From an optimization exercise on the open Yosys and OpenROAD flow, aimed at small area, a short achievable clock period and few clock cycles per item; shortcuts taken in it are not production practice.
In this exercise RTL edits were held to simulation tests only and were not proved equivalent to the original.
Power figures rest on the tool's default switching activity, not on a simulated workload.

[design/flow/flow/run.sh]
#!/bin/bash
# The standard layout, with plain buf_1 cells as the port buffers (every input
# and output port still gets its own buffer; repair may resize them).
set -euo pipefail
bash standard.sh "BUFFER_PORTS_ARGS=-buffer_cell sky130_fd_sc_hd__buf_1" finish > standard_flow.log 2>&1
[design/flow/standard.sh]
#!/bin/bash
# synth_recipe.tcl (not shown) runs the flow's synth.tcl, then flattens the netlist and writes it again
# the make line also repeats each setting of config.mk as NAME=value (left out here)
make -C /OpenROAD-flow-scripts/flow DESIGN_CONFIG=/design/flow/config.mk WORK_HOME=/design/flow/orfs CLKGATE_MAP_FILE= SYNTH_SCRIPT=/design/flow/synth_recipe.tcl "${@:-finish}"
[design/flow/config.mk]
export PLATFORM = sky130hd
export DESIGN_NAME = xarm_codec_b
export DESIGN_NICKNAME = xarm_codec_b
export VERILOG_FILES = /design/flow/design.v
export SDC_FILE = /design/flow/constraint.sdc
export NUM_CORES = 4
export LEC_CHECK = 0
export CAP_MARGIN = 20
export CORE_MARGIN = 2
export CORE_UTILIZATION = 40
export SETUP_SLACK_MARGIN = 2.4
export SLEW_MARGIN = 20
[design/flow/constraint.sdc]
create_clock -name core_clock -period 5.0 [get_ports {clk}]
set_input_delay 1.0000 -clock core_clock [delete_from_list [all_inputs] [get_ports {clk}]]
set_output_delay 1.0000 -clock core_clock [all_outputs]
set_load 0.01 [all_outputs]
[design/flow/design.v]
module xarm_codec_b (
    input  wire        clk,
    input  wire        rst,
    input  wire        req_valid,
    output wire        req_ready,
    input  wire [7:0]  req_op,
    input  wire [7:0]  req_cmd,
    input  wire [7:0]  req_id,
    input  wire [8:0]  req_len,
    input  wire [15:0] req_a,
    input  wire [15:0] req_b,
    input  wire        in_valid,
    output wire        in_ready,
    input  wire [7:0]  in_data,
    output wire        out_valid,
    input  wire        out_ready,
    output wire [7:0]  out_data,
    output wire        out_last,
    output wire        resp_valid,
    input  wire        resp_ready,
    output wire [7:0]  resp_status,
    output wire [7:0]  resp_arg,
    output wire [15:0] resp_lo,
    output wire [15:0] resp_hi,
    output wire [7:0]  resp_reason,
    output wire [7:0]  resp_byte,
    output wire [7:0]  resp_plen,
    output wire [8:0]  resp_len
);
    localparam [7:0] OP_ENC     = 8'h10;
    localparam [7:0] OP_TEMPLIM = 8'h15;
    localparam [7:0] OP_DEC     = 8'h18;
    localparam [7:0] OP_CHK     = 8'h19;
    localparam [7:0] CMD_MOVE    = 8'd1;
    localparam [7:0] CMD_MOVEW   = 8'd7;
    localparam [7:0] CMD_ID_READ = 8'd14;
    localparam [7:0] CMD_ANGLIM  = 8'd20;
    localparam [7:0] CMD_VINLIM  = 8'd22;
    localparam [7:0] CMD_TEMPLIM = 8'd24;
    localparam [7:0] SIG = 8'h55;
    localparam [1:0] C_ENC = 2'd0;    
    localparam [1:0] C_DEC = 2'd1;
    localparam [1:0] C_CHK = 2'd2;
    localparam [1:0] C_REF = 2'd3;
    localparam I_IDLE   = 0;
    localparam I_GATHER = 1;     
    localparam I_DRAIN  = 2;     
    localparam I_H0     = 3;     
    localparam I_H1     = 4;
    localparam I_H2     = 5;
    localparam I_H3     = 6;
    localparam I_H4     = 7;
    localparam I_PAY    = 8;     
    localparam I_CSUM   = 9;     
    localparam I_RX     = 10;    
    localparam I_FIN    = 11;    
    localparam I_CHECK  = 12;    
    localparam I_CHECK2 = 13;
    localparam NS       = 14;
    localparam [NS-1:0] S_IDLE   = 1 << I_IDLE;
    localparam [NS-1:0] S_GATHER = 1 << I_GATHER;
    localparam [NS-1:0] S_DRAIN  = 1 << I_DRAIN;
    localparam [NS-1:0] S_H0     = 1 << I_H0;
    localparam [NS-1:0] S_PAY    = 1 << I_PAY;
    localparam [NS-1:0] S_CSUM   = 1 << I_CSUM;
    localparam [NS-1:0] S_RX     = 1 << I_RX;
    localparam [NS-1:0] S_FIN    = 1 << I_FIN;
    function [6:0] compares(input [15:0] va, input [15:0] vb);
        compares = {va > 16'd1000, vb > 16'd30000, vb > 16'd1000, va[9:0] > vb[9:0],
                    va < 16'd4500 || va > 16'd12000, vb < 16'd4500 || vb > 16'd12000,
                    va < 16'd50 || va > 16'd100};
    endfunction
    function [4:0] validate(input [3:0] k, input [6:0] c);
        begin
            validate = 5'd0;
            if (k[3]) begin
                if (c[6])      validate = {1'b1, 3'd1, 1'b0};
                else if (c[5]) validate = {1'b1, 3'd2, 1'b0};
            end
            if (k[2]) begin
                if (c[6])      validate = {1'b1, 3'd3, 1'b0};
                else if (c[4]) validate = {1'b1, 3'd4, 1'b0};
                else if (c[3]) validate = {1'b1, 3'd3, 1'b1};    
            end
            if (k[1]) begin
                if (c[2])      validate = {1'b1, 3'd5, 1'b0};
                else if (c[1]) validate = {1'b1, 3'd6, 1'b0};
            end
            if (k[0]) begin
                if (c[0]) validate = {1'b1, 3'd7, 1'b0};
            end
        end
    endfunction
    function [3:0] cmd_kind(input [7:0] c);
        cmd_kind = {(c == CMD_MOVE) || (c == CMD_MOVEW), c == CMD_ANGLIM,
                    c == CMD_VINLIM, c == CMD_TEMPLIM};
    endfunction
    reg [NS-1:0] st;
    reg [1:0]  cls;
    reg [7:0]  cmd;
    reg [7:0]  id;
    reg [8:0]  len;
    reg [15:0] a;           
    reg [15:0] b;
    reg        pass;        
    reg        pay_ok;      
    reg        sig_ok;
    reg [8:0]  cnt;
    reg        lastq;       
    reg        dpay;        
    reg [7:0]  sum;         
    reg [7:0]  addq;        
    reg        len0;        
    reg        e_br, e_rs3;  
    reg [3:0]  kind;
    reg [6:0]  cmpq;        
    reg        vfail_q;     
    reg        idok, lenok, cmdok;    
    reg [1:0]  fcnt;
    reg [7:0]  fd0, fd1;
    reg        fl0, fl1;
    reg        ov;
    reg        rv, rvo;
    reg [1:0]  owed;        
    reg [3:0]  r_st;
    reg        r_s4, r_ff;
    reg [2:0]  r_arg;
    reg        r_f56, r_f7, r_h1000, r_h30000, r_hib;    
    reg        r_rb, r_rs3, r_rs11;
    reg [7:0]  r_byte;
    reg [8:0]  r_len;
    reg        req_ready_q, in_ready_q;
    wire [NS-1:0] pq_st;
    wire [1:0]    pq_cls;
    wire          pq_typed, pq_pass, pq_payok, pq_ebr, pq_ers3, pq_len1;
    wire [3:0]    pq_kind;
    assign req_ready   = req_ready_q;
    assign in_ready    = in_ready_q;
    assign out_valid   = ov;
    assign out_data    = fd0;
    assign out_last    = fl0;
    assign resp_valid  = rvo;
    assign resp_status = {r_ff, r_ff, r_ff, r_s4, r_st};
    assign resp_arg    = {5'd0, r_arg};
    assign resp_reason = {4'd0, r_rs11, 1'b0, r_rs3, r_rb};
    assign resp_byte   = r_byte;
    assign resp_plen   = r_len[7:0];
    assign resp_len    = r_len;
    assign resp_lo     = ({16{r_f56}} & 16'd4500) | ({16{r_f7}} & 16'd50);
    assign resp_hi     = ({16{r_h1000}} & 16'd1000) | ({16{r_h30000}} & 16'd30000) |
                         ({16{r_f56}} & 16'd12000) | ({16{r_f7}} & 16'd100) |
                         ({16{r_hib}} & b);
    wire       typed  = (req_op >= 8'h11) && (req_op <= OP_TEMPLIM);
    wire       tlo    = !req_op[3] && (req_op[2:0] != 3'd0) && (req_op[2:0] <= 3'd5);
    wire [3:0] op_kind = !tlo ? 4'd0 :
                         (req_op[2:0] == 3'd1 || req_op[2:0] == 3'd2) ? 4'b1000 :
                         (req_op[2:0] == 3'd3) ? 4'b0100 :
                         (req_op[2:0] == 3'd4) ? 4'b0010 : 4'b0001;
    wire [3:0] rc_kind = cmd_kind(req_cmd);
    wire       rc_bnd  = |rc_kind;
    wire [4:0] v_now   = validate(kind, cmpq);    
    wire vfail = vfail_q;
    wire qa_gt1000 = (req_a > 16'd1000);
    wire vfail_in = (op_kind[3] && (qa_gt1000 || req_b > 16'd30000)) ||
                    (op_kind[2] && (qa_gt1000 || req_b > 16'd1000 || req_a[9:0] > req_b[9:0])) ||
                    (op_kind[1] && (req_a < 16'd4500 || req_a > 16'd12000 ||
                                    req_b < 16'd4500 || req_b > 16'd12000)) ||
                    (op_kind[0] && (req_a < 16'd50 || req_a > 16'd100));
    reg [NS-1:0] d_state;
    reg [1:0] d_cls;
    reg       d_pass, d_ebr, d_ers3;
    always @(*) begin
        d_state = S_FIN; d_cls = C_REF; d_pass = 1'b0; d_ebr = 1'b0; d_ers3 = 1'b0;
        if (req_op == OP_ENC) begin
            d_cls = C_ENC;
            if (req_len > 9'd252) begin
                d_state = S_DRAIN; d_ebr = 1'b1;
            end else if (rc_bnd) begin
                if (req_len != (rc_kind[0] ? 9'd1 : 9'd4)) begin
                    d_ebr = 1'b1; d_ers3 = 1'b1;
                    d_state = (req_len == 9'd0) ? S_FIN : S_DRAIN;
                end else
                    d_state = S_GATHER;
            end else begin
                d_state = S_H0; d_pass = 1'b1;
            end
        end else if (typed) begin
            d_cls = C_ENC;
            d_state = S_H0;
        end else if (req_op == OP_DEC || req_op == OP_CHK) begin
            d_cls = req_op[0] ? C_CHK : C_DEC;
            d_state = (req_len == 9'd0) ? S_FIN : S_RX;
        end
    end
    wire push_ok = !fcnt[1];
    wire pop     = ov && out_ready;
    wire acc     = req_valid && req_ready_q;
    wire in_fire = in_valid && in_ready_q;
    wire nlast   = (cnt + 9'd2 == len);    
    wire [8:0] cnt1 = cnt + 9'd1;
    wire [8:0] len_m3 = len - 9'd3;
    wire [7:0] sum_t = sum + addq;         
    wire from_in = st[I_RX] || (st[I_PAY] && pass);
    wire [7:0] pdata = ({8{st[I_H0] || st[I_H1]}} & SIG) |
                       ({8{st[I_H2]}} & id) |
                       ({8{st[I_H3]}} & (len[7:0] + 8'd3)) |
                       ({8{st[I_H4]}} & cmd) |
                       ({8{st[I_PAY] && !pass}} & a[7:0]) |
                       ({8{st[I_CSUM]}} & ~sum_t) |
                       ({8{from_in}} & in_data);
    wire push = ((st[I_H1] || st[I_H2] || st[I_H3] || st[I_H4] || (st[I_PAY] && !pass)) && push_ok) ||
                (st[I_PAY] && pass && in_fire) ||
                (st[I_CSUM] && push_ok && !rv) ||
                (st[I_RX] && in_fire && dpay);
    wire push_h0 = st[I_H0] && push_ok && !vfail;
    wire push_a  = push || push_h0;
    wire plast = st[I_CSUM] || (st[I_RX] && nlast);
    wire sum_en = (push && (st[I_H2] || st[I_H3] || st[I_H4] || st[I_PAY])) ||
                  (st[I_RX] && in_fire && (cls == C_CHK || cnt >= 9'd2));
    wire done = !rv && (st[I_FIN] || (st[I_CSUM] && push_ok));
    reg [7:0] nst;
    reg [2:0] narg;
    reg       nhib, nrb, nrs3, nrs11;
    always @(*) begin
        nst = 8'h00; narg = 3'd0; nhib = 1'b0; nrb = 1'b0; nrs3 = 1'b0; nrs11 = 1'b0;
        if (st[I_FIN]) begin
            case (cls)
                C_ENC: begin
                    if (e_br) begin
                        nst = 8'h10; nrb = 1'b1; nrs3 = e_rs3;
                    end else if (v_now[4]) begin
                        nst = 8'h01; narg = v_now[3:1]; nhib = v_now[0];
                    end
                end
                C_DEC: begin
                    if (len > 9'd258) begin
                        nst = 8'h10; nrb = 1'b1; nrs3 = 1'b1; nrs11 = 1'b1;
                    end else if (len == 9'd0)
                        nst = 8'h03;
                    else if (len < 9'd2 || !sig_ok)
                        nst = 8'h05;
                    else if (len < 9'd6)
                        nst = 8'h07;
                    else if (addq != ~sum)         
                        nst = 8'h09;
                    else if (cmd != CMD_ID_READ && !idok)
                        nst = 8'h06;
                    else if (!lenok)
                        nst = 8'h07;
                    else if (!cmdok)
                        nst = 8'h08;
                end
                C_CHK: ;
                default: nst = 8'hFF;
            endcase
        end
    end
    reg [NS-1:0] st_n;
    reg [8:0]    cnt_n;
    reg          lastq_n, dpay_n;
    always @(*) begin
        st_n    = st;
        cnt_n   = cnt;
        lastq_n = lastq;
        dpay_n  = dpay;
        if ((st[I_GATHER] || st[I_DRAIN] || st[I_RX]) && in_fire) begin
            cnt_n = cnt1; lastq_n = nlast;
        end
        if (st[I_RX] && in_fire)
            dpay_n = pay_ok && (cnt >= 9'd4) && !nlast;
        if (st[I_PAY] && push) begin
            cnt_n = cnt1; lastq_n = nlast;
        end
        if (st[I_GATHER] && in_fire && lastq) begin
            st_n[I_GATHER] = 1'b0; st_n[I_CHECK] = 1'b1;
            cnt_n = 9'd0; lastq_n = (len == 9'd1);
        end
        if (st[I_DRAIN] && in_fire && lastq)  begin st_n[I_DRAIN] = 1'b0; st_n[I_FIN] = 1'b1; end
        if (st[I_RX] && in_fire && lastq)     begin st_n[I_RX] = 1'b0; st_n[I_FIN] = 1'b1; end
        if (st[I_CHECK])  begin st_n[I_CHECK] = 1'b0; st_n[I_CHECK2] = 1'b1; end
        if (st[I_CHECK2]) begin st_n[I_CHECK2] = 1'b0; st_n[I_H0] = 1'b1; end
        if (st[I_H0] && vfail) begin st_n[I_H0] = 1'b0; st_n[I_FIN] = 1'b1; end
        if (push_ok) begin
            if (st[I_H0] && !vfail) begin st_n[I_H0] = 1'b0; st_n[I_H1] = 1'b1; end
            if (st[I_H1]) begin st_n[I_H1] = 1'b0; st_n[I_H2] = 1'b1; end
            if (st[I_H2]) begin st_n[I_H2] = 1'b0; st_n[I_H3] = 1'b1; end
            if (st[I_H3]) begin st_n[I_H3] = 1'b0; st_n[I_H4] = 1'b1; end
            if (st[I_H4]) begin
                st_n[I_H4] = 1'b0;
                if (len0) st_n[I_CSUM] = 1'b1; else st_n[I_PAY] = 1'b1;
            end
        end
        if (st[I_PAY] && push && lastq) begin st_n[I_PAY] = 1'b0; st_n[I_CSUM] = 1'b1; end
        if (done) begin st_n[I_CSUM] = 1'b0; st_n[I_FIN] = 1'b0; st_n[I_IDLE] = 1'b1; end
        if (acc) begin
            st_n    = pq_st;
            cnt_n   = 9'd0;
            lastq_n = pq_len1;
            dpay_n  = 1'b0;
        end
    end
    wire [8:0] len_n  = !acc ? len : pq_typed ? ((req_op[2:0] == 3'd5) ? 9'd1 : 9'd4) : req_len;
    wire [1:0] cls_n  = acc ? pq_cls : cls;
    wire       pass_n = acc ? pq_pass : pass;
    wire [1:0] fcnt_n = {(fcnt[1] | (fcnt[0] & push_a)) & !out_ready,
                         (!fcnt[1] & !fcnt[0] & push_a) | (fcnt[0] & (push_a ~^ out_ready)) |
                         (fcnt[1] & out_ready)};
    wire [1:0] fcnt_x = {(fcnt[1] | (fcnt[0] & push)) & !out_ready,
                         (!fcnt[1] & !fcnt[0] & push) | (fcnt[0] & (push ~^ out_ready)) |
                         (fcnt[1] & out_ready)};
    wire       ov_n   = push_a | fcnt[1] | (fcnt[0] & !out_ready);
    wire       rv_n   = done ? 1'b1 : (rvo && resp_ready) ? 1'b0 : rv;
    wire [1:0] owed_n = done ? fcnt_x : (pop && owed != 2'd0) ? owed - 2'd1 : owed;
    assign pq_kind  = tlo ? op_kind : (!req_op[3] && req_op[2:0] == 3'd0) ? rc_kind : 4'd0;
    assign pq_st    = d_state;
    assign pq_cls   = d_cls;
    assign pq_typed = tlo;
    assign pq_pass  = d_pass;
    assign pq_ebr   = d_ebr;
    assign pq_ers3  = d_ers3;
    assign pq_payok = req_op[3] && !req_op[0] && (req_len >= 9'd6) && (req_len <= 9'd258);
    assign pq_len1  = tlo ? (req_op[2:0] == 3'd5) : (req_len == 9'd1);
    wire fin_take_n = !acc && ((st[I_FIN] && !done) || (st[I_RX] && in_fire && lastq)) &&
                      cls != C_ENC;
    wire req_ready_n = !rv_n && (st_n[I_IDLE] || (st_n[I_CSUM] && !fcnt_x[1]) || fin_take_n);
    wire f_hold     = fcnt[1] || (fcnt[0] && push);    
    wire in_ready_1 = st_n[I_GATHER] || st_n[I_DRAIN] || (st_n[I_PAY] && pass_n) || st_n[I_RX];
    wire in_ready_0 = st_n[I_GATHER] || st_n[I_DRAIN] ||
                      (st_n[I_PAY] && pass_n && !f_hold) ||
                      (st_n[I_RX] && (!dpay_n || !f_hold));
    wire in_ready_n = out_ready ? in_ready_1 : in_ready_0;
    always @(posedge clk) begin
        if (rst) begin
            st          <= S_IDLE;
            fcnt        <= 2'd0;
            ov          <= 1'b0;
            rv          <= 1'b0;
            rvo         <= 1'b0;
            owed        <= 2'd0;
            req_ready_q <= 1'b0;
            in_ready_q  <= 1'b0;
        end else begin
            st          <= st_n;
            fcnt        <= fcnt_n;
            ov          <= ov_n;
            rv          <= rv_n;
            rvo         <= rv_n && (owed_n == 2'd0);
            owed        <= owed_n;
            req_ready_q <= req_ready_n;
            in_ready_q  <= in_ready_n;
        end
        if (fcnt == 2'd0 || (fcnt[0] && out_ready)) begin
            fd0 <= pdata; fl0 <= plast;
        end else if (fcnt[1] && out_ready) begin
            fd0 <= fd1; fl0 <= fl1;
        end
        if (fcnt[0] && !out_ready) begin
            fd1 <= pdata; fl1 <= plast;
        end
        if (done) begin
            r_st     <= nst[3:0];
            r_s4     <= nst[4];
            r_ff     <= nst[7];
            r_arg    <= narg;
            r_hib    <= nhib;
            r_f56    <= (narg == 3'd5) || (narg == 3'd6);
            r_f7     <= (narg == 3'd7);
            r_h1000  <= (narg == 3'd1 || narg == 3'd3 || narg == 3'd4) && !nhib;
            r_h30000 <= (narg == 3'd2);
            r_rb     <= nrb;
            r_rs3    <= nrs3;
            r_rs11   <= nrs11;
            r_byte   <= (cls == C_DEC) ? a[7:0] : ~sum_t;
            r_len    <= (cls == C_DEC) ? (len - 9'd6) : (len + 9'd6);
        end
        cnt   <= cnt_n;
        lastq <= lastq_n;
        dpay  <= dpay_n;
        addq <= sum_en ? pdata : 8'd0;
        sum  <= sum_t;
        if (acc)
            len0 <= !tlo && (req_len == 9'd0);
        cmpq <= compares(a, b);
        if (st[I_CHECK2])
            vfail_q <= v_now[4];
        if (st[I_PAY] && !pass && push) begin
            a <= {b[7:0], a[15:8]};
            b[7:0] <= b[15:8];
        end
        if (in_fire) begin
            if (st[I_GATHER]) begin
                case (cnt[1:0])
                    2'd0:    a       <= {8'd0, in_data};
                    2'd1:    a[15:8] <= in_data;
                    2'd2:    b[7:0]  <= in_data;
                    default: b[15:8] <= in_data;
                endcase
            end
            if (st[I_RX]) begin
                if ((cnt == 9'd0 || cnt == 9'd1) && in_data != SIG)
                    sig_ok <= 1'b0;
                if (cnt == 9'd2) begin
                    a[7:0] <= in_data;
                    idok   <= (in_data == id);
                end
                if (cnt == 9'd3) lenok <= !len_m3[8] && (in_data == len_m3[7:0]);    
                if (cnt == 9'd4) cmdok <= (in_data == cmd);
            end
        end
        if (acc) begin
            id     <= req_id;
            sum    <= 8'd0;
            addq   <= 8'd0;
            sig_ok <= 1'b1;
            a      <= req_a;
            b      <= req_b;
            cls    <= pq_cls;
            pass   <= pq_pass;
            pay_ok <= pq_payok;
            e_br   <= pq_ebr;
            e_rs3  <= pq_ers3;
            kind   <= pq_kind;
            vfail_q <= vfail_in;
            cmd    <= pq_typed ? ((req_op[2:0] == 3'd1) ? CMD_MOVE :
                                  (req_op[2:0] == 3'd2) ? CMD_MOVEW :
                                  (req_op[2:0] == 3'd3) ? CMD_ANGLIM :
                                  (req_op[2:0] == 3'd4) ? CMD_VINLIM : CMD_TEMPLIM) : req_cmd;
            len    <= len_n;
        end
    end
endmodule
==> results of run 1 <==
worst paths after layout:
kind | start | to | slack (ps) | depth (start not counted)
max | cnt[1]$_SDFFE_PP0P_ | fl0$_DFFE_PP_ | 2440 | 8
min | st[12]$_SDFF_PP0_ | st[12]$_SDFF_PP0_ | 450 | 1
max reg2reg | cnt[1]$_SDFFE_PP0P_ | fl0$_DFFE_PP_ | 2440 | 8
min reg2reg | st[12]$_SDFF_PP0_ | st[12]$_SDFF_PP0_ | 450 | 1
report_power, final:
part | total (mW) | leakage (nW) | internal [mW] | switching [mW]
Sequential | 1.92 | 1.62 | 1.71 | 0.207
Combinational | 0.703 | 2.88 | 0.284 | 0.420
Clock | 1.31 | 0.270 | 0.695 | 0.613
state kept, by name (all words and copies together), names as in the netlist, 9 cells and up:
signal,flops
a,16
r_len,9
cnt,9
len,9
st,14
b,16
repair_timing:
item,4_1_cts,5_1_grt
gates resized for setup,6,36
hold endpoints to repair,0,0
pin swaps,0,8
setup buffers,5,18
endpoints found under the setup margin,13,27
hold buffers,0,0
kinds of logic after synthesis:
family | Yosys count
adder cells (fa/ha/maj) | 46
XOR/XNOR | 66
buffers and inverters | 167
other | 1
multiplexers | 36
AO/OA/AOI/OAI | 318
flip-flops | 182
AND/OR/NAND/NOR | 453
layer usage:
layer / part of all wire / up-vias / track usage
met4: 0.023 / 0 / 0.0716
met3: 0.060 / 51 / 0.0320
met5: 0 / - / 0
li1: - / 4812 / -
met2: 0.45 / 375 / 0.361
met1: 0.47 / 4782 / 0.337
layout by cell type, fill, tap and decap left out, drive strengths merged, types with 10 or more instances in the layout:
cell,instances
a21o,18
buf,183
nand2,132
nor2,103
a22oi,10
edfxtp,100
nand3,32
dfxtp,82
mux2i,26
nor4,20
a21oi,78
inv,64
xor2,16
conb,19
a211oi,11
nor2b,19
and2,22
nand4,25
xnor2,50
and3,14
nor3,22
clkbuf,21
o21ai,77
mux2,10
ha,45
nand2b,18
area by class of cell:
cell class / instances / area, um2
antenna: 1 / 2.50
clock buffer: 19 / 433
clock inverter: 13 / 123
fill: 2761 / 15000
inverter: 59 / 221
multi-input combinational: 938 / 6060
sequential: 182 / 4650
tap: 378 / 473
timing repair buffer: 185 / 847
critical path: cells and delay by family (launching register included):
| family | cells | cell delay [ps] |
|---|---|---|
| compound gates | 2 | 660 |
| xor+xnor | 1 | 140 |
| fa+ha+maj | 1 | 350 |
| buf+inv | 1 | 220 |
| flops | 1 | 510 |
| mux | 1 | 170 |
| simple gates | 2 | 380 |
==> results_tabular.tex, run 1 <==
\begin{tabular}{lr}
\hline
Metric & Value \\
\hline
\multicolumn{2}{l}{\textbf{Status}} \\
Status & no timing/DRC/antenna violations \\
\multicolumn{2}{l}{\textbf{Routing}} \\
First DRT Iteration DRCs & 1164 \\
Detailed-routing iteration count for the pre-antenna-repair pass & 6 \\
Drt drc & 0 \\
Routed wire per std cell & 19.6 um \\
Via count of the routed design & 10000 \\
Total Wirelength & 34800 um \\
Post-detailed-route count of antenna-violating nets & 0 \\
Average via count per standard cell & 5.65 \\
\multicolumn{2}{l}{\textbf{Final layout}} \\
Layout cell share with drive strength beyond 1 & 0.0781 \\
Post-layout utilization of the core & 0.460 \\
Final net count & 1508 \\
Final standard cell area without fillers & 12800 um2 \\
Non-filler instance count after layout & 1775 \\
Relative area change from synthesis to final layout & 13.0\% \\
\multicolumn{2}{l}{\textbf{STA}} \\
Worst slew margin relative to its limit & 0.298 \\
Worst-case clock skew & 9.55 ps \\
Clock period minus worst slack & 2560 ps \\
Worst Max-Slew Pin Slew & 1050 ps \\
Unrepaired setup endpoints after global routing & yes \\
Worst-case hold slack & 448 ps \\
Total negative setup slack & 0 ps \\
Max Freq & 390 MHz \\
Final Hold Violating Endpoints & 0 \\
Final setup margin & 2440 ps \\
Final slew viol count & 0 \\
Final Setup Violations & 0 \\
Crit share post-route & 0.512 \\
\multicolumn{2}{l}{\textbf{Clock tree}} \\
Number of clock buffers inserted by TritonCTS & 17 \\
Clock transition at the registers of the reported paths & 70 ps \\
Clock Latency Late Sink & 440 ps \\
TritonCTS clock tree & done \\
Total clock sinks & 182 \\
Maximum level of the CTS H-tree & 4 \\
Master cell of the clock root buffer & clkbuf\_16 \\
Buffer levels on the longest clock path & 2 \\
\multicolumn{2}{l}{\textbf{Global routing}} \\
Via count of the first global-routing pass & 9156 \\
Total congestion overflow after global routing & 0 \\
Global-route usage over all layers & 0.233 \\
Global-route wire length before repair & 52800 um \\
Number of antenna violations at the first check in global routing & 0 \\
Largest net degree at the start of global routing & 49 \\
\multicolumn{2}{l}{\textbf{Logic synthesis}} \\
Mux cell area share after synthesis & 0.0329 \\
Number of enable-type register cells in the synthesized netlist & 100 \\
Fraction of post-synthesis cell area in the top cell type by area & 0.265 \\
Main flop type after synthesis & edfxtp\_1 \\
Share of the synthesized netlist area taken by xor and xnor gates & 0.0510 \\
Leading cell type by number of instances after synthesis & nand2\_1 \\
Most instantiated cells after synthesis & nand2\_1 (132), nor2\_1 (103), edfxtp\_1 (100) \\
Summed instance area of the synthesized netlist & 11300 um2 \\
Largest cells by area after synthesis & edfxtp\_1 (26\%), dfxtp\_1 (14\%), ha\_1 (5.0\%), nand2\_1 (4.4\%), xnor2\_1 (3.9\%) \\
Unique masters post-synth & 81 \\
Post-synthesis simple-gate area fraction & 0.199 \\
Async set or reset register ratio after synthesis & 0 \\
Mean instance size in the synthesized netlist & 8.93 um2 \\
Share of synthesized area occupied by flip-flops and latches & 0.410 \\
Total number of yosys warnings & 1 \\
Cell taking the most area after synthesis & edfxtp\_1 \\
Main combinational cell family by area after synthesis & simple AND/OR/NAND/NOR gates \\
Compound-gate portion of the synthesized area & 0.187 \\
Number of instances in the synthesized netlist & 1269 \\
Arithmetic-cell share of the synthesized area counting full adders, half adders and majority gates & 0.0514 \\
Post-synthesis sequential element count & 182 \\
\multicolumn{2}{l}{\textbf{Placed design}} \\
Pre-CTS setup slack & 1820 ps \\
Number of cells after detailed placement & 1719 \\
Port-buffer cells & 153 \\
Area of placed instances & 12000 um2 \\
Final HPWL from detailed placement & 25600 um \\
Gp weighted congestion & 0.918 \\
\multicolumn{2}{l}{\textbf{Setup path}} \\
Delay of the slowest cell on the worst path & 510 ps \\
Critical Path End Type & flop \\
CP required & 5310 ps \\
Startpoint types & flop \\
Critical path class & flop to flop \\
Ordered list of cells on the worst path & inv\_1 > ha\_1 > xor2\_1 > nor3\_1 > nand4b\_1 > a211oi\_2 > a21o\_1 > mux2\_2 \\
Slowest-stage cell, CP & dfxtp\_1 \\
Data arrival time of the critical path & 2870 ps \\
Largest fanout on the critical path & 8 \\
\multicolumn{2}{l}{\textbf{Pwr}} \\
Power Dens Cells & 307 nW/um2 \\
Leakage power & 4.77 nW \\
Maximum ir drop on the vdd rail & 199 uV \\
Total design power & 3.93 mW \\
\multicolumn{2}{l}{\textbf{Die}} \\
Total Die Area & 29700 um2 \\
Area inside the core boundary & 27900 um2 \\
Row Count & 61 \\
I/O pin count & 173 \\
Overall die width & 172 um \\
DIE HEIGHT & 172 um \\
Initial cell density of the core & 0.407 \\
\multicolumn{2}{l}{\textbf{Run}} \\
Max-Cap Viols & 0 \\
\multicolumn{2}{l}{\textbf{Hold path}} \\
Worst hold path class & flop to flop \\
\hline
\end{tabular}
Testbench counts, summed over its fixed seeds: cycles 27,536, items 3,200.
==> inputs of run 2 (changes only) <==
--- a/design/flow/design.v
+++ b/design/flow/design.v
@@ -109,2 +109,3 @@
     reg        lastq;       
+    reg        l2q;         
     reg        dpay;        
@@ -198,3 +199,4 @@
     wire in_fire = in_valid && in_ready_q;
-    wire nlast   = (cnt + 9'd2 == len);    
+    wire nlast   = l2q;                    
+    wire nlast2  = (cnt + 9'd3 == len);
     wire [8:0] cnt1 = cnt + 9'd1;
@@ -259,3 +261,4 @@
     reg [8:0]    cnt_n;
-    reg          lastq_n, dpay_n;
+    reg          lastq_n, l2q_n, dpay_n;
+    reg [NS-1:0] st_na;     
     always @(*) begin
@@ -264,5 +267,6 @@
         lastq_n = lastq;
+        l2q_n   = l2q;
         dpay_n  = dpay;
         if ((st[I_GATHER] || st[I_DRAIN] || st[I_RX]) && in_fire) begin
-            cnt_n = cnt1; lastq_n = nlast;
+            cnt_n = cnt1; lastq_n = nlast; l2q_n = nlast2;
         end
@@ -271,3 +275,3 @@
         if (st[I_PAY] && push) begin
-            cnt_n = cnt1; lastq_n = nlast;
+            cnt_n = cnt1; lastq_n = nlast; l2q_n = nlast2;
         end
@@ -275,3 +279,3 @@
             st_n[I_GATHER] = 1'b0; st_n[I_CHECK] = 1'b1;
-            cnt_n = 9'd0; lastq_n = (len == 9'd1);
+            cnt_n = 9'd0; lastq_n = (len == 9'd1); l2q_n = (len == 9'd2);
         end
@@ -294,2 +298,3 @@
         if (done) begin st_n[I_CSUM] = 1'b0; st_n[I_FIN] = 1'b0; st_n[I_IDLE] = 1'b1; end
+        st_na = st_n;
         if (acc) begin
@@ -298,2 +303,3 @@
             lastq_n = pq_len1;
+            l2q_n   = !tlo && (req_len == 9'd2);
             dpay_n  = 1'b0;
@@ -324,9 +330,10 @@
                       cls != C_ENC;
-    wire req_ready_n = !rv_n && (st_n[I_IDLE] || (st_n[I_CSUM] && !fcnt_x[1]) || fin_take_n);
+    wire req_ready_n = !acc && !rv_n && (st_na[I_IDLE] || (st_na[I_CSUM] && !fcnt_x[1]) || fin_take_n);
     wire f_hold     = fcnt[1] || (fcnt[0] && push);    
-    wire in_ready_1 = st_n[I_GATHER] || st_n[I_DRAIN] || (st_n[I_PAY] && pass_n) || st_n[I_RX];
-    wire in_ready_0 = st_n[I_GATHER] || st_n[I_DRAIN] ||
-                      (st_n[I_PAY] && pass_n && !f_hold) ||
-                      (st_n[I_RX] && (!dpay_n || !f_hold));
-    wire in_ready_n = out_ready ? in_ready_1 : in_ready_0;
+    wire in_ready_1 = st_na[I_GATHER] || st_na[I_DRAIN] || (st_na[I_PAY] && pass) || st_na[I_RX];
+    wire in_ready_0 = st_na[I_GATHER] || st_na[I_DRAIN] ||
+                      (st_na[I_PAY] && pass && !f_hold) ||
+                      (st_na[I_RX] && (!dpay_n || !f_hold));
+    wire acc_inr    = (req_op[7:1] == 7'b0001100) && (req_len != 9'd0);
+    wire in_ready_n = acc ? acc_inr : out_ready ? in_ready_1 : in_ready_0;
     always @(posedge clk) begin
@@ -377,2 +384,3 @@
         lastq <= lastq_n;
+        l2q   <= l2q_n;
         dpay  <= dpay_n;
==> run 2 against run 1 <==
  * Still clean on timing, DRC and antenna
  * Sequential share of layout area rose by 0.94 points
  * Register-to-register slack improved by 20 ps
  * Sequential cell count rose by 1
  * Design area fell by 1.8%
  * Die area fell by 0.60%
  * Hold slack improved by 13 ps
  * Maximum frequency rose by 0.93%
  * Total power rose by 8.8%
  * Via count fell by 1.9%
  * Global-route usage fell by 0.49 points
  * Critical path type unchanged
  * Critical endpoint is now fd0[4]$_DFFE_PP_
==> results_tabular.tex, run 2 <==
\begin{tabular}{lr}
\hline
Metric & Value \\
\hline
\multicolumn{2}{l}{\textbf{Die}} \\
Row Count & 61 (unchanged) \\
Overall die width & 172 um (-0.30\%) \\
Area inside the core boundary & 27800 um2 (-0.27\%) \\
Total Die Area & 29500 um2 (-0.60\%) \\
I/O pin count & 173 (unchanged) \\
Initial cell density of the core & 0.406 (-0.00140) \\
DIE HEIGHT & 172 um (-0.30\%) \\
\multicolumn{2}{l}{\textbf{STA}} \\
Clock period minus worst slack & 2540 ps (-23.7 ps) \\
Total negative setup slack & 0 ps (unchanged) \\
Worst slew margin relative to its limit & 0.352 (+0.0536) \\
Final slew viol count & 0 (unchanged) \\
Unrepaired setup endpoints after global routing & yes \\
Worst Max-Slew Pin Slew & 972 ps (-78.3 ps) \\
Worst-case clock skew & 13.4 ps (+3.82 ps) \\
Max Freq & 394 MHz (+0.93\%) \\
Crit share post-route & 0.507 (-0.00473) \\
Final setup margin & 2460 ps (+23.7 ps) \\
Final Setup Violations & 0 (unchanged) \\
Final Hold Violating Endpoints & 0 (unchanged) \\
\multicolumn{2}{l}{\textbf{Global routing}} \\
Number of antenna violations at the first check in global routing & 1 (+1) \\
Global-route usage over all layers & 0.228 (-0.00488) \\
Via count of the first global-routing pass & 8789 (-4.0\%) \\
Global-route wire length before repair & 51300 um (-2.7\%) \\
Largest net degree at the start of global routing & 38 (-22\%) \\
Total congestion overflow after global routing & 0 (unchanged) \\
\multicolumn{2}{l}{\textbf{Routing}} \\
Routed wire per std cell & 19.6 um (about the same) \\
Drt drc & 0 (unchanged) \\
Average via count per standard cell & 5.66 (+0.28\%) \\
First DRT Iteration DRCs & 1077 (-7.5\%) \\
Detailed-routing iteration count for the pre-antenna-repair pass & 6 (unchanged) \\
Via count of the routed design & 9827 (-1.9\%) \\
Post-detailed-route count of antenna-violating nets & 0 (unchanged) \\
Total Wirelength & 34100 um (-2.2\%) \\
\multicolumn{2}{l}{\textbf{Logic synthesis}} \\
Fraction of post-synthesis cell area in the top cell type by area & 0.272 (+0.00698) \\
Summed instance area of the synthesized netlist & 11300 um2 (-0.62\%) \\
Most instantiated cells after synthesis & nand2\_1 (133), edfxtp\_1 (102), nor2\_1 (92) \\
Mean instance size in the synthesized netlist & 9.07 um2 (+1.5\%) \\
Cell taking the most area after synthesis & edfxtp\_1 \\
Share of synthesized area occupied by flip-flops and latches & 0.416 (+0.00610) \\
Total number of yosys warnings & 1 (unchanged) \\
Largest cells by area after synthesis & edfxtp\_1 (27\%), dfxtp\_1 (14\%), ha\_1 (4.7\%), nand2\_1 (4.4\%), xnor2\_1 (4.0\%) \\
Main flop type after synthesis & edfxtp\_1 \\
Post-synthesis sequential element count & 183 (+0.55\%) \\
Leading cell type by number of instances after synthesis & nand2\_1 \\
Async set or reset register ratio after synthesis & 0 (unchanged) \\
Unique masters post-synth & 84 (+3.7\%) \\
Number of instances in the synthesized netlist & 1243 (-2.0\%) \\
Number of enable-type register cells in the synthesized netlist & 102 (+2.0\%) \\
\multicolumn{2}{l}{\textbf{Pwr}} \\
Power Dens Cells & 340 nW/um2 (+11\%) \\
P\_int & 2.84 mW (+5.4\%) \\
Switching Share & 0.337 (+0.0212) \\
Combinational group share of total power & 0.200 (+0.021) \\
Leakage power & 4.59 nW (-3.7\%) \\
Maximum ir drop on the vdd rail & 214 uV (+7.7\%) \\
Fraction of power consumed by the clock network & 0.324 (-0.009) \\
Sequential fraction of design power & 0.476 (-0.012) \\
Net switching power figure & 1.44 mW (+16\%) \\
\multicolumn{2}{l}{\textbf{Setup path}} \\
Delay of the slowest cell on the worst path & 690 ps (+180 ps) \\
Startpoint types & flop \\
Ordered list of cells on the worst path & inv\_1 > ha\_1 > nand3b\_1 > xnor2\_1 > a221o\_1 > mux2\_2 \\
Slowest-stage cell, CP & edfxtp\_1 \\
Buf/Inv on CP & 1 (unchanged) \\
Kind of cell adding the most delay to the critical path & flip-flops \\
Critical path class & flop to flop \\
Data arrival time of the critical path & 2730 ps (-140 ps) \\
Largest fanout on the critical path & 10 (+2) \\
CP required & 5200 ps (-110 ps) \\
Critical Path End Type & flop \\
\multicolumn{2}{l}{\textbf{Clock tree}} \\
Maximum level of the CTS H-tree & 4 (unchanged) \\
Total clock sinks & 183 (+0.55\%) \\
Clock Latency Late Sink & 450 ps (about the same) \\
Clock transition at the registers of the reported paths & 70 ps (about the same) \\
TritonCTS clock tree & done \\
Buffer levels on the longest clock path & 2 (unchanged) \\
Master cell of the clock root buffer & clkbuf\_16 \\
Number of clock buffers inserted by TritonCTS & 17 (unchanged) \\
\multicolumn{2}{l}{\textbf{Placed design}} \\
Pre-CTS setup slack & 1910 ps (+95.4 ps) \\
Port-buffer cells & 153 (unchanged) \\
Final HPWL from detailed placement & 25600 um (about the same) \\
Gp weighted congestion & 0.907 (-1.2\%) \\
\multicolumn{2}{l}{\textbf{Final layout}} \\
Final net count & 1466 (-2.8\%) \\
Largest registers & a (16), b (16), st (14) \\
Layout cell share with drive strength beyond 1 & 0.0604 (-0.0177) \\
Relative area change from synthesis to final layout & 11.6\% \\
Final-layout fill cell count & 2748 (-0.47\%) \\
Most common cell after layout, fill and taps aside & buf\_1 \\
Commonest cells after routing, fill and taps aside & buf\_1 (153), nand2\_1 (133), edfxtp\_1 (102) \\
\multicolumn{2}{l}{\textbf{Status}} \\
Status & no timing/DRC/antenna violations \\
\multicolumn{2}{l}{\textbf{Run}} \\
Max-Cap Viols & 0 (unchanged) \\
\multicolumn{2}{l}{\textbf{Hold path}} \\
Worst hold path class & flop to flop \\
\hline
\end{tabular}
run 2: kinds of logic (layout without fill, tap and decap cells):
| family | after synthesis | after routing | synth area share |
|---|---|---|---|
| simple gates | 427 | 427 | 0.189 |
| buf+inv | 163 | 259 | 0.0701 |
| fa+ha+maj | 43 | 43 | 0.0484 |
| xor+xnor | 67 | 67 | 0.0521 |
| flops | 183 | 183 | 0.416 |
| mux | 34 | 34 | 0.0313 |
| other cells | 1 | 20 | 0.000333 |
| compound gates | 325 | 325 | 0.193 |
run 2: power groups by stage:
stage / Combinational (mW) / Clock (mW) / Sequential [mW]
6_report: 0.856 / 1.39 / 2.03
5_1_grt: 0.964 / 1.45 / 2.06
4_1_cts: 0.845 / 1.40 / 2.03
3_5_place_dp: 0.832 / 0 / 2.06
3_3_place_gp: 0.824 / 0 / 2.06
2_1_floorplan: 0.654 / 0 / 1.94
run 2: cell type report:
class	count	area, um2	share of cell area
multi-input cells	915	5890	0.468
flip-flops and latches	183	4680	0.372
repair buffers	172	714	0.0568
well taps	378	473	0.0376
clock buffers	17	425	0.0338
inverters	55	206	0.0164
clock inverters	15	184	0.0146
diodes	1	2.50	0.000199
run 2: timing repair:
item,in CTS,in global routing
hold buffers,0,0
setup buffers,2,5
setup endpoints to repair,3,10
gates cloned,0,0
resized for setup,1,5
pin swaps,0,1
run 2: path summary, 6_finish.rpt:
check / start / endpoint / slack [ps] / cells past startpoint
hold / removal: st[13]$_SDFF_PP0_ / st[13]$_SDFF_PP0_ / 460 / 1
hold reg to reg: st[13]$_SDFF_PP0_ / st[13]$_SDFF_PP0_ / 460 / 1
setup / recovery: len[0]$_DFFE_PP_ / fd0[4]$_DFFE_PP_ / 2460 / 6
setup reg to reg: len[0]$_DFFE_PP_ / fd0[4]$_DFFE_PP_ / 2460 / 6
run 2: worst register-to-register path: stages (launching register included):
cell      delay [ps]
edfxtp_1         690
inv_1            230
ha_1             290
nand3b_1         180
xnor2_1          190
a221o_1          440
mux2_2           280
run 2: metrics by stage:
step	cell area, um2	total power, mW	std cells	hold slack, ps	utilization
6_report	12600	4.28	1736	461	0.453
5_1_grt	12600	4.47	1735	494	0.453
4_1_cts	12500	4.27	1730	463	0.451
3_5_place_dp	11900	2.90	1696	453	0.428
3_3_place_gp	11900	2.88	1696	438	0.428
2_1_floorplan	11300	2.59	1261	392	-
run 2: routing by layer:
metal	GRT usage	share of wire	vias up	wire (um)
met5	0	0	-	0
met4	0.0585	0.014	0	488
met3	0.0393	0.079	36	2680
met2	0.348	0.44	428	15000
met1	0.335	0.47	4682	15900
li1	-	-	4681	-
Testbench counts of run 2, summed over its fixed seeds: cycles 27,536, items 3,200.
==> inputs of run 3 (changes only) <==
--- a/design/flow/config.mk
+++ b/design/flow/config.mk
@@ -10,3 +10,3 @@
 export CORE_UTILIZATION = 40
-export SETUP_SLACK_MARGIN = 2.4
+export SETUP_SLACK_MARGIN = 2.6
 export SLEW_MARGIN = 20
==> run 3 against run 2 <==
  * Die area unchanged
  * Clock power about the same
  * Total power up 0.41%
  * Sequential power about the same
  * Clock skew down 1.2 ps
  * Count of clock-buffer cells in the layout unchanged
  * Critical endpoint is now vfail_q$_DFFE_PP_
  * Hold slack worse by 38 ps
  * First-iteration DRC count down 16%
  * Critical path type is now input port to flop
  * Synthesized cell count unchanged
  * Wire length up 2.5%
  * Cell count up 2.4%
  * Area after synthesis unchanged
  * Highest routed layer is now met5
==> results_tabular.tex, run 3 <==
\begin{tabular}{lr}
\hline
Metric & Value \\
\hline
\multicolumn{2}{l}{\textbf{Global routing}} \\
Global-route wire length before repair & 52700 um (+2.6\%) \\
Number of antenna violations at the first check in global routing & 2 (+1) \\
Via count of the first global-routing pass & 8948 (+1.8\%) \\
Total congestion overflow after global routing & 0 (unchanged) \\
Global-route usage over all layers & 0.235 (+0.00693) \\
Largest net degree at the start of global routing & 51 (+34\%) \\
\multicolumn{2}{l}{\textbf{Logic synthesis}} \\
Mean instance size in the synthesized netlist & 9.07 um2 (unchanged) \\
Leading cell type by number of instances after synthesis & nand2\_1 \\
Arithmetic-cell share of the synthesized area counting full adders, half adders and majority gates & 0.0484 (unchanged) \\
Compound-gate portion of the synthesized area & 0.193 (unchanged) \\
Share of the synthesized netlist area taken by xor and xnor gates & 0.0521 (unchanged) \\
Most instantiated cells after synthesis & nand2\_1 (133), edfxtp\_1 (102), nor2\_1 (92) \\
Number of enable-type register cells in the synthesized netlist & 102 (unchanged) \\
Main combinational cell family by area after synthesis & compound AO/OA/AOI/OAI gates \\
Fraction of post-synthesis cell area in the top cell type by area & 0.272 (unchanged) \\
Total number of yosys warnings & 1 (unchanged) \\
Mux cell area share after synthesis & 0.0313 (unchanged) \\
Post-synthesis simple-gate area fraction & 0.189 (unchanged) \\
Post-synthesis sequential element count & 183 (unchanged) \\
Async set or reset register ratio after synthesis & 0 (unchanged) \\
Cell taking the most area after synthesis & edfxtp\_1 \\
Share of synthesized area occupied by flip-flops and latches & 0.416 (unchanged) \\
Summed instance area of the synthesized netlist & 11300 um2 (unchanged) \\
Largest cells by area after synthesis & edfxtp\_1 (27\%), dfxtp\_1 (14\%), ha\_1 (4.7\%), nand2\_1 (4.4\%), xnor2\_1 (4.0\%) \\
Main flop type after synthesis & edfxtp\_1 \\
Unique masters post-synth & 84 (unchanged) \\
Number of instances in the synthesized netlist & 1243 (unchanged) \\
\multicolumn{2}{l}{\textbf{STA}} \\
Final slew viol count & 0 (unchanged) \\
Total negative setup slack & 0 ps (unchanged) \\
Worst slew margin relative to its limit & 0.386 (+0.0337) \\
Final Setup Violations & 0 (unchanged) \\
Worst-case clock skew & 12.2 ps (-1.15 ps) \\
Clock period minus worst slack & 2440 ps (-92.9 ps) \\
Unrepaired setup endpoints after global routing & yes \\
Max Freq & 409 MHz (+3.8\%) \\
Final Hold Violating Endpoints & 0 (unchanged) \\
Crit share post-route & 0.489 (-0.0186) \\
Worst Max-Slew Pin Slew & 922 ps (-50.5 ps) \\
\multicolumn{2}{l}{\textbf{Hold path}} \\
Worst hold path class & flop to flop \\
\multicolumn{2}{l}{\textbf{Die}} \\
DIE HEIGHT & 172 um (unchanged) \\
Total Die Area & 29500 um2 (unchanged) \\
Area inside the core boundary & 27800 um2 (unchanged) \\
I/O pin count & 173 (unchanged) \\
Overall die width & 172 um (unchanged) \\
Initial cell density of the core & 0.406 (unchanged) \\
Row Count & 61 (unchanged) \\
\multicolumn{2}{l}{\textbf{Clock tree}} \\
Buffer levels on the longest clock path & 2 (unchanged) \\
Clock Latency Late Sink & 440 ps (about the same) \\
Clock transition at the registers of the reported paths & 70 ps (about the same) \\
Total clock sinks & 183 (unchanged) \\
Maximum level of the CTS H-tree & 4 (unchanged) \\
Master cell of the clock root buffer & clkbuf\_16 \\
Number of clock buffers inserted by TritonCTS & 17 (unchanged) \\
TritonCTS clock tree & done \\
\# hold bufs at CTS & 0 (unchanged) \\
\multicolumn{2}{l}{\textbf{Setup path}} \\
Slowest-stage cell, CP & or4\_1 \\
Delay of the slowest cell on the worst path & 530 ps (-160 ps) \\
Critical path endpoint & vfail\_q\$\_DFFE\_PP\_ \\
Largest fanout on the critical path & 4 (-6) \\
Data arrival time of the critical path & 2630 ps (-100 ps) \\
Buf/Inv on CP & 1 (unchanged) \\
Ordered list of cells on the worst path & buf\_1 > or4\_1 > nor3\_2 > o31ai\_1 > o31ai\_1 > nand3\_1 > o32a\_1 \\
Number of cells on the worst reg-to-reg path & 6 (unchanged) \\
Kind of cell adding the most delay to the critical path & simple AND/OR/NAND/NOR gates \\
Reg-to-reg startpoint & len[1]\$\_SDFFCE\_PP0P\_ \\
Startpoint of the most critical setup path & req\_a[13] \\
Critical Path End Type & flop \\
Setup slack of the worst register-to-register path & 2620 ps (+160 ps) \\
End of the worst register-to-register path & lenok\$\_DFFE\_PP\_ \\
Number of cells on the critical path & 7 (+1) \\
Startpoint types & input port \\
Critical path class & input port to flop \\
Worst path most repeated cell & o31ai\_1 \\
CP required & 5190 ps (about the same) \\
\multicolumn{2}{l}{\textbf{Final layout}} \\
Layout cell share with drive strength beyond 1 & 0.112 (+0.0511) \\
Non-filler instance count after layout & 1778 (+2.4\%) \\
Most common cell after layout, fill and taps aside & buf\_1 \\
Largest registers & a (16), b (16), st (14) \\
Final standard cell area without fillers & 13100 um2 (+3.8\%) \\
Commonest cells after routing, fill and taps aside & buf\_1 (149), nand2\_1 (133), edfxtp\_1 (102) \\
Final net count & 1508 (+2.9\%) \\
Relative area change from synthesis to final layout & 15.8\% \\
Post-layout utilization of the core & 0.470 (+0.0170) \\
\multicolumn{2}{l}{\textbf{Pwr}} \\
Leakage power & 4.82 nW (+4.9\%) \\
Power Dens Cells & 329 nW/um2 (-3.2\%) \\
Maximum ir drop on the vdd rail & 248 uV (+16\%) \\
Total design power & 4.29 mW (+0.41\%) \\
\multicolumn{2}{l}{\textbf{Routing}} \\
First DRT Iteration DRCs & 910 (-16\%) \\
Total Wirelength & 34900 um (+2.5\%) \\
Average via count per standard cell & 5.64 (-0.34\%) \\
Via count of the routed design & 10000 (+2.1\%) \\
Drt drc & 0 (unchanged) \\
Routed wire per std cell & 19.7 um (+0.11\%) \\
Post-detailed-route count of antenna-violating nets & 0 (unchanged) \\
Detailed-routing iteration count for the pre-antenna-repair pass & 6 (unchanged) \\
\multicolumn{2}{l}{\textbf{Placed design}} \\
Final HPWL from detailed placement & 25900 um (+1.2\%) \\
Port-buffer cells & 153 (unchanged) \\
Area of placed instances & 11900 um2 (+0.16\%) \\
Gp weighted congestion & 0.927 (+2.1\%) \\
Number of cells after detailed placement & 1695 (-0.059\%) \\
\multicolumn{2}{l}{\textbf{Run}} \\
Max-Cap Viols & 0 (unchanged) \\
\multicolumn{2}{l}{\textbf{Status}} \\
Status & no timing/DRC/antenna violations \\
\hline
\end{tabular}
run 3: timing repair:
item	in CTS	in global routing
resized for setup	13	33
gates cloned	0	0
setup buffers	18	32
endpoints found under the setup margin	48	61
pin swaps	5	13
run 3: final cells by class:
cell class | count | area, um2
Clock inverter | 15 | 155
Sequential cell | 183 | 4690
Timing Repair Buffer | 214 | 1050
Inverter | 55 | 210
Antenna cell | 1 | 2.50
Fill cell | 2717 | 14700
Multi-Input combinational cell | 915 | 6040
Tap cell | 378 | 473
Clock buffer | 17 | 425
run 3: where the power goes:
part | internal [mW] | switching, mW
Clock | 0.708 | 0.649
Combinational | 0.379 | 0.539
Sequential | 1.77 | 0.247
run 3: layer usage:
metal  vias to the layer above  share of wire  GRT usage
met3                        57          0.072     0.0380
met1                      4784           0.47      0.347
li1                       4780              -          -
met2                       408           0.43      0.344
met5                         -        0.00034          0
met4                         2          0.027     0.0881
run 3: kinds of logic after synthesis:
logic type / after synthesis
compound gates: 325
xor+xnor: 67
fa+ha+maj: 43
buf+inv: 163
flops: 183
mux: 34
other cells: 1
simple gates: 427
run 3: metrics by stage:
step / setup slack, ps / hold WS, ps
3_3_place_gp: 2060 / 403
4_1_cts: 2530 / 420
3_5_place_dp: 2050 / 410
2_1_floorplan: 2400 / 392
6_report: 2560 / 422
5_1_grt: 2440 / 441
run 3: how the worst min path moves through the flow:
stage                           start                 to  slack (ps)  depth (start not counted)
global route        st[12]$_SDFF_PP0_  st[12]$_SDFF_PP0_         440                          1
floorplan           st[12]$_SDFF_PP0_  st[12]$_SDFF_PP0_         390                          1
CTS                 st[12]$_SDFF_PP0_  st[12]$_SDFF_PP0_         420                          1
finish              st[12]$_SDFF_PP0_  st[12]$_SDFF_PP0_         420                          1
global placement    st[12]$_SDFF_PP0_  st[12]$_SDFF_PP0_         400                          1
detailed placement  st[12]$_SDFF_PP0_  st[12]$_SDFF_PP0_         410                          1
==> inputs of run 4 (changes only) <==
--- a/design/flow/config.mk
+++ b/design/flow/config.mk
@@ -12 +12,2 @@
 export SLEW_MARGIN = 20
+export TNS_END_PERCENT = 10
==> run 4 against run 3 <==
  * Total power shrank 1.0%
  * Global-route usage is 0.079 points higher
  * Cell count decreased by 0.34%
  * Register-to-register slack lost 40 ps
  * Combinational power down 1%
  * Utilization fell by 0.37 points
  * Hold slack improved by 27 ps
  * Non-clock buffer count shrank 7
  * Count of clock-buffer cells in the layout increased by 2
  * Critical path type unchanged
  * Highest routed layer unchanged
  * Clock power fell by 4%
  * First-iteration DRC count increased by 25%
  * Sequential cell count unchanged
==> results_tabular.tex, run 4 <==
\begin{tabular}{lr}
\hline
Metric & Value \\
\hline
\multicolumn{2}{l}{\textbf{Hold path}} \\
Hold-critical path depth & 1 (unchanged) \\
Worst hold path class & flop to flop \\
\multicolumn{2}{l}{\textbf{STA}} \\
Worst-case hold slack & 449 ps (+27.1 ps) \\
Worst Max-Slew Pin Slew & 897 ps (-24.9 ps) \\
Max Freq & 404 MHz (-1.2\%) \\
Unrepaired setup endpoints after global routing & yes \\
Worst slew margin relative to its limit & 0.402 (+0.0166) \\
Final Setup Violations & 0 (unchanged) \\
Final Hold Violating Endpoints & 0 (unchanged) \\
Crit share post-route & 0.495 (+0.00586) \\
Clock period minus worst slack & 2470 ps (+29.3 ps) \\
Worst-case clock skew & 8.67 ps (-3.55 ps) \\
Final slew viol count & 0 (unchanged) \\
Total negative setup slack & 0 ps (unchanged) \\
\multicolumn{2}{l}{\textbf{Setup path}} \\
Startpoint types & input port \\
Number of cells on the worst reg-to-reg path & 4 (-2) \\
Setup slack of the worst register-to-register path & 2580 ps (-40 ps) \\
Critical path class & input port to flop \\
Data arrival time of the critical path & 2660 ps (+30 ps) \\
Critical Path End Type & flop \\
CP required & 5180 ps (about the same) \\
Largest fanout on the critical path & 3 (-1) \\
\multicolumn{2}{l}{\textbf{Logic synthesis}} \\
Number of enable-type register cells in the synthesized netlist & 102 (unchanged) \\
Share of synthesized area occupied by flip-flops and latches & 0.416 (unchanged) \\
Total number of yosys warnings & 1 (unchanged) \\
Fraction of post-synthesis cell area in the top cell type by area & 0.272 (unchanged) \\
Leading cell type by number of instances after synthesis & nand2\_1 \\
Mean instance size in the synthesized netlist & 9.07 um2 (unchanged) \\
Cell taking the most area after synthesis & edfxtp\_1 \\
Largest cells by area after synthesis & edfxtp\_1 (27\%), dfxtp\_1 (14\%), ha\_1 (4.7\%), nand2\_1 (4.4\%), xnor2\_1 (4.0\%) \\
Summed instance area of the synthesized netlist & 11300 um2 (unchanged) \\
Main flop type after synthesis & edfxtp\_1 \\
Most instantiated cells after synthesis & nand2\_1 (133), edfxtp\_1 (102), nor2\_1 (92) \\
Unique masters post-synth & 84 (unchanged) \\
Number of instances in the synthesized netlist & 1243 (unchanged) \\
Post-synthesis sequential element count & 183 (unchanged) \\
Async set or reset register ratio after synthesis & 0 (unchanged) \\
\multicolumn{2}{l}{\textbf{Routing}} \\
Via count of the routed design & 10100 (+0.73\%) \\
First DRT Iteration DRCs & 1138 (+25\%) \\
Average via count per standard cell & 5.70 (+1.1\%) \\
Drt drc & 0 (unchanged) \\
Routed wire per std cell & 20.0 um (+1.8\%) \\
Post-detailed-route count of antenna-violating nets & 0 (unchanged) \\
Total Wirelength & 35500 um (+1.5\%) \\
Detailed-routing iteration count for the pre-antenna-repair pass & 5 (-1) \\
\multicolumn{2}{l}{\textbf{Pwr}} \\
P\_int & 2.84 mW (-0.53\%) \\
Switching Share & 0.331 (-0.00340) \\
Fraction of power consumed by the clock network & 0.308 (-0.008) \\
Leakage power & 4.78 nW (-0.80\%) \\
Maximum ir drop on the vdd rail & 243 uV (-1.9\%) \\
Power Dens Cells & 328 nW/um2 (-0.25\%) \\
Net switching power figure & 1.41 mW (-2.0\%) \\
Combinational group share of total power & 0.214 (about the same) \\
Sequential fraction of design power & 0.478 (+0.008) \\
Total design power & 4.25 mW (-1.0\%) \\
\multicolumn{2}{l}{\textbf{Placed design}} \\
Gp weighted congestion & 0.892 (-3.7\%) \\
Area of placed instances & 11900 um2 (-0.28\%) \\
Port-buffer cells & 153 (unchanged) \\
Final HPWL from detailed placement & 26200 um (+0.96\%) \\
\multicolumn{2}{l}{\textbf{Clock tree}} \\
Maximum level of the CTS H-tree & 4 (unchanged) \\
Master cell of the clock root buffer & clkbuf\_16 \\
Clock Latency Late Sink & 430 ps (about the same) \\
Clock transition at the registers of the reported paths & 70 ps (about the same) \\
Buffer levels on the longest clock path & 2 (unchanged) \\
Total clock sinks & 183 (unchanged) \\
Number of clock buffers inserted by TritonCTS & 17 (unchanged) \\
TritonCTS clock tree & done \\
\multicolumn{2}{l}{\textbf{Final layout}} \\
Relative area change from synthesis to final layout & 14.9\% \\
Final standard cell area without fillers & 12900 um2 (-0.79\%) \\
Layout cell share with drive strength beyond 1 & 0.0963 (-0.0152) \\
Post-layout utilization of the core & 0.466 (-0.00369) \\
Final net count & 1501 (-0.46\%) \\
Most common cell after layout, fill and taps aside & buf\_1 \\
Largest registers & a (16), b (16), st (14) \\
Commonest cells after routing, fill and taps aside & buf\_1 (149), nand2\_1 (133), edfxtp\_1 (102) \\
Final-layout fill cell count & 2726 (+0.33\%) \\
\multicolumn{2}{l}{\textbf{Die}} \\
Total Die Area & 29500 um2 (unchanged) \\
Row Count & 61 (unchanged) \\
I/O pin count & 173 (unchanged) \\
Overall die width & 172 um (unchanged) \\
DIE HEIGHT & 172 um (unchanged) \\
Initial cell density of the core & 0.406 (unchanged) \\
Area inside the core boundary & 27800 um2 (unchanged) \\
\multicolumn{2}{l}{\textbf{Status}} \\
Status & no timing/DRC/antenna violations \\
\multicolumn{2}{l}{\textbf{Global routing}} \\
Via count of the first global-routing pass & 9056 (+1.2\%) \\
Global-route wire length before repair & 52700 um (about the same) \\
Largest net degree at the start of global routing & 51 (unchanged) \\
Total congestion overflow after global routing & 0 (unchanged) \\
Global-route usage over all layers & 0.236 (+0.000794) \\
Number of antenna violations at the first check in global routing & 3 (+1) \\
\multicolumn{2}{l}{\textbf{Run}} \\
Max-Cap Viols & 0 (unchanged) \\
\hline
\end{tabular}
==> run 4: cell counts after synthesis <==
Identical to the previous run, type by type.
==> run 4: per-stage QoR <==
step / worst slack, ps / std cells
final: 2530 / 1772
after global routing: 2480 / 1771
after CTS: 2470 / 1738
after detailed placement: 1920 / 1693
after global placement: 1990 / 1693
after floorplan: 2360 / 1261
==> run 4: layout make-up <==
type                            instances  area, um2  share of cell area
Clock inverter                         13        123             0.00947
Antenna cell                            2       5.00            0.000387
Tap cell                              378        473              0.0365
Timing Repair Buffer                  207       1040              0.0801
Multi-Input combinational cell        915       5980               0.462
Sequential cell                       183       4690               0.362
Inverter                               55        214              0.0165
Clock buffer                           19        433              0.0334
==> run 4: cell families (layout without fill, tap and decap cells) <==
logic type | count (synthesis) | after routing | share of synthesized area
and+or+nand+nor | 427 | 427 | 0.189
AOI/OAI and AO/OA | 325 | 325 | 0.193
DFF | 183 | 183 | 0.416
buffers and inverters | 163 | 294 | 0.0701
xor gates and xnor gates | 67 | 67 | 0.0521
adders and majority gates | 43 | 43 | 0.0484
muxes | 34 | 34 | 0.0313
other | 1 | 21 | 0.000333
==> run 4: worst max-delay path, stage by stage <==
cell and delay [ps]:
buf_1 100, or4_4 550, nor3_4 230, o31ai_2 110
o31ai_1 260, nand3_1 110, o32a_1 290
==> run 4: timing repair <==
| item | CTS | global route |
|---|---|---|
| pin swaps | 3 | 15 |
| setup buffers | 13 | 31 |
| setup endpoints to repair | 64 | 40 |
| hold buffers | 0 | 0 |
| cloned | 0 | 1 |
| gates resized for setup | 13 | 23 |
==> run 4: path summary, 6_finish.rpt <==
path                        startpoint                 to
setup / recovery             req_a[14]  vfail_q$_DFFE_PP_
hold / removal       st[13]$_SDFF_PP0_  st[13]$_SDFF_PP0_
setup reg to reg  len[8]$_SDFFCE_PP0P_      l2q$_DFFE_PP_
hold reg to reg      st[13]$_SDFF_PP0_  st[13]$_SDFF_PP0_
==> run 4: power groups by stage <==
stage               Sequential (mW)  Combinational, mW  Clock [mW]
finish                         2.03              0.909        1.31
global route                   2.05               1.02        1.39
CTS                            2.03              0.866        1.32
detailed placement             2.06              0.839           0
global placement               2.06              0.820           0
floorplan                      1.94              0.654           0
==> run 4: per-layer routing <==
layer / track usage / up-vias / share of wire
li1: - / 4769 / -
met1: 0.346 / 4815 / 0.45
met2: 0.354 / 462 / 0.44
met3: 0.0373 / 56 / 0.079
met4: 0.0753 / 2 / 0.023
met5: 0 / - / 0.00037
==> inputs of run 5 (changes only) <==
--- a/design/flow/config.mk
+++ b/design/flow/config.mk
@@ -9,5 +9,5 @@
 export CORE_MARGIN = 2
-export CORE_UTILIZATION = 40
-export SETUP_SLACK_MARGIN = 2.6
+export CORE_UTILIZATION = 60
+export PLACE_DENSITY = 0.7
+export SETUP_SLACK_MARGIN = 2.4
 export SLEW_MARGIN = 20
-export TNS_END_PERCENT = 10
==> run 5 against run 4 <==
  * Cell count down 10%
  * Critical endpoint is now req_ready_q$_SDFF_PP0_
  * Largest power group unchanged
  * Maximum frequency shrank 1.6%
  * Die area is 33% lower
  * Critical path depth did not move
  * Total power up 0.26%
  * Via count decreased by 1.8%
  * Combinational power shrank 6.4%
  * Synthesized cell count stayed put
  * Sequential cell count is the same
  * Setup slack got worse by 41 ps
  * Critical path type is now flop to flop
  * Register-to-register slack lost 95 ps
==> results_tabular.tex, run 5 <==
\begin{tabular}{lr}
\hline
Metric & Value \\
\hline
\multicolumn{2}{l}{\textbf{Logic synthesis}} \\
Post-synthesis simple-gate area fraction & 0.189 (unchanged) \\
Leading cell type by number of instances after synthesis & nand2\_1 \\
Main flop type after synthesis & edfxtp\_1 \\
Arithmetic-cell share of the synthesized area counting full adders, half adders and majority gates & 0.0484 (unchanged) \\
Mux cell area share after synthesis & 0.0313 (unchanged) \\
Share of synthesized area occupied by flip-flops and latches & 0.416 (unchanged) \\
Cell taking the most area after synthesis & edfxtp\_1 \\
Compound-gate portion of the synthesized area & 0.193 (unchanged) \\
Mean instance size in the synthesized netlist & 9.07 um2 (unchanged) \\
\multicolumn{2}{l}{\textbf{Final layout}} \\
Largest registers & a (16), b (16), st (14) \\
Relative area change from synthesis to final layout & 10.1\% \\
Commonest cells after routing, fill and taps aside & buf\_1 (151), nand2\_1 (133), edfxtp\_1 (102) \\
Number of antenna repair diodes & 0 (-2) \\
Non-filler instance count after layout & 1588 (-10\%) \\
Most common cell after layout, fill and taps aside & buf\_1 \\
Final net count & 1463 (-2.5\%) \\
\multicolumn{2}{l}{\textbf{Clock tree}} \\
Clock transition at the registers of the reported paths & 80 ps (about the same) \\
Maximum level of the CTS H-tree & 4 (unchanged) \\
Number of clock buffers inserted by TritonCTS & 17 (unchanged) \\
Buffer levels on the longest clock path & 2 (unchanged) \\
Master cell of the clock root buffer & clkbuf\_16 \\
\multicolumn{2}{l}{\textbf{STA}} \\
Worst Max-Slew Pin Slew & 928 ps (+31.4 ps) \\
Crit share post-route & 0.503 (+0.00827) \\
Clock period minus worst slack & 2520 ps (+41.4 ps) \\
Worst slew margin relative to its limit & 0.381 (-0.0209) \\
Total negative setup slack & 0 ps (unchanged) \\
Unrepaired setup endpoints after global routing & yes \\
\multicolumn{2}{l}{\textbf{Setup path}} \\
Ordered list of cells on the worst path & a21oi\_1 > or2\_2 > inv\_1 > buf\_4 > nor2\_1 > o221ai\_1 > and3b\_1 \\
Critical path class & flop to flop \\
Largest fanout on the critical path & 20 (+17) \\
\multicolumn{2}{l}{\textbf{Placed design}} \\
Port-buffer cells & 153 (unchanged) \\
Gp weighted congestion & 0.935 (+4.8\%) \\
Number of cells after detailed placement & 1548 (-8.6\%) \\
\multicolumn{2}{l}{\textbf{Die}} \\
Total Die Area & 19900 um2 (-33\%) \\
DIE HEIGHT & 141 um (-18\%) \\
Overall die width & 141 um (-18\%) \\
\multicolumn{2}{l}{\textbf{Routing}} \\
Routed wire per std cell & 20.5 um (+2.4\%) \\
Average via count per standard cell & 6.25 (+9.6\%) \\
Drt drc & 0 (unchanged) \\
First DRT Iteration DRCs & 1038 (-8.8\%) \\
\multicolumn{2}{l}{\textbf{Pwr}} \\
Fraction of power consumed by the clock network & 0.324 (+0.016) \\
Switching Share & 0.335 (+0.00415) \\
Net switching power figure & 1.43 mW (+1.5\%) \\
Sequential fraction of design power & 0.476 (-0.002) \\
Power Dens Cells & 343 nW/um2 (+4.7\%) \\
\multicolumn{2}{l}{\textbf{Status}} \\
Status & no timing/DRC/antenna violations \\
\multicolumn{2}{l}{\textbf{Global routing}} \\
Total congestion overflow after global routing & 0 (unchanged) \\
Global-route wire length before repair & 50500 um (-4.2\%) \\
Number of antenna violations at the first check in global routing & 0 (-3) \\
\hline
\end{tabular}
==> run 5: cell counts after synthesis <==
Identical to the previous run, type by type.
==> run 5: critical path: cells and delay by family, from the launching register on <==
family                 cells  cell delay (ps)
DFF                        1              590
AOI/OAI and AO/OA          2              180
buffers and inverters      2              900
and+or+nand+nor            3              750
==> run 5: timing repair <==
action | CTS | global route
pin swaps | 0 | 2
cloned | 0 | 0
buffers inserted | 1 | 7
setup endpoints to repair | 2 | 51
endpoints found under the hold margin | 0 | 0
resized for setup | 1 | 13
==> run 5: path summary, 6_finish.rpt <==
check,startpoint,endpoint,slack [ps],cells past startpoint
max,st[9]$_SDFF_PP0_,req_ready_q$_SDFF_PP0_,2480,7
min,st[12]$_SDFF_PP0_,st[12]$_SDFF_PP0_,440,1
max reg2reg,st[9]$_SDFF_PP0_,req_ready_q$_SDFF_PP0_,2480,7
min reg2reg,st[12]$_SDFF_PP0_,st[12]$_SDFF_PP0_,440,1
==> run 5: area by class of cell <==
class                           instances  area (um2)
Clock inverter                         15         190
Fill cell                            1568        6170
Multi-Input combinational cell        915        5910
Timing Repair Buffer                  169         697
Sequential cell                       183        4690
Tap cell                              234         293
Clock buffer                           17         425
Inverter                               55         209
==> run 5: cell families after synthesis <==
family,count (synthesis)
fa+ha+maj,43
mux,34
other cells,1
flops,183
compound gates,325
simple gates,427
xor+xnor,67
buf+inv,163
==> run 5: layer usage <==
layer  vias to the layer above  track usage  share of wire
li1                       4693            -              -
met1                      4674        0.464           0.44
met4                         0       0.0984          0.024
met3                        61        0.101          0.099
met5                         -            0              0
met2                       492        0.483           0.44
==> run 5: stage by stage <==
| step | area (um2) | utilization | hold WS [ps] |
|---|---|---|---|
| after floorplan | 11300 | - | 392 |
| final | 12400 | 0.668 | 444 |
| after detailed placement | 11700 | 0.629 | 434 |
| after CTS | 12300 | 0.663 | 445 |
| after global routing | 12400 | 0.668 | 461 |
| after global placement | 11700 | 0.629 | 431 |
==> run 5: power by group through the flow <==
| stage | registers (mW) | clock network (mW) | logic, mW |
|---|---|---|---|
| global placement | 2.06 | 0 | 0.806 |
| CTS | 2.02 | 1.38 | 0.830 |
| finish | 2.03 | 1.38 | 0.851 |
| global route | 2.05 | 1.44 | 0.956 |
| floorplan | 1.94 | 0 | 0.654 |
| detailed placement | 2.06 | 0 | 0.819 |

re-timing with driven ports:
Ports are ideal in the flow. The routed layouts listed here were re-timed in OpenROAD.
Step 1 assumes that a clkbuf_16 drives the clock port and a buf_2 every other input.
Step 2 times the ports against the registers' clock, not the clock port: input delays grow and output delays shrink by t, the midpoint of the rising clock arrivals with the driver on.
Slacks: no drivers / after step 1 / after step 2; pairs: no drivers / after step 1.
| run | t, ns | setup WS [ns] |
|---|---|---|
| run 1 | 0.480 | 2.439 / 2.439 / 1.982 |
| run 2 | 0.485 | 2.463 / 2.427 / 2.081 |
| run 3 | 0.487 | 2.556 / 2.545 / 2.095 |
| run 4 | 0.479 | 2.526 / 2.530 / 2.067 |
| run 5 | 0.486 | 2.485 / 2.453 / 2.056 |
After both steps every run listed still meets setup and hold.
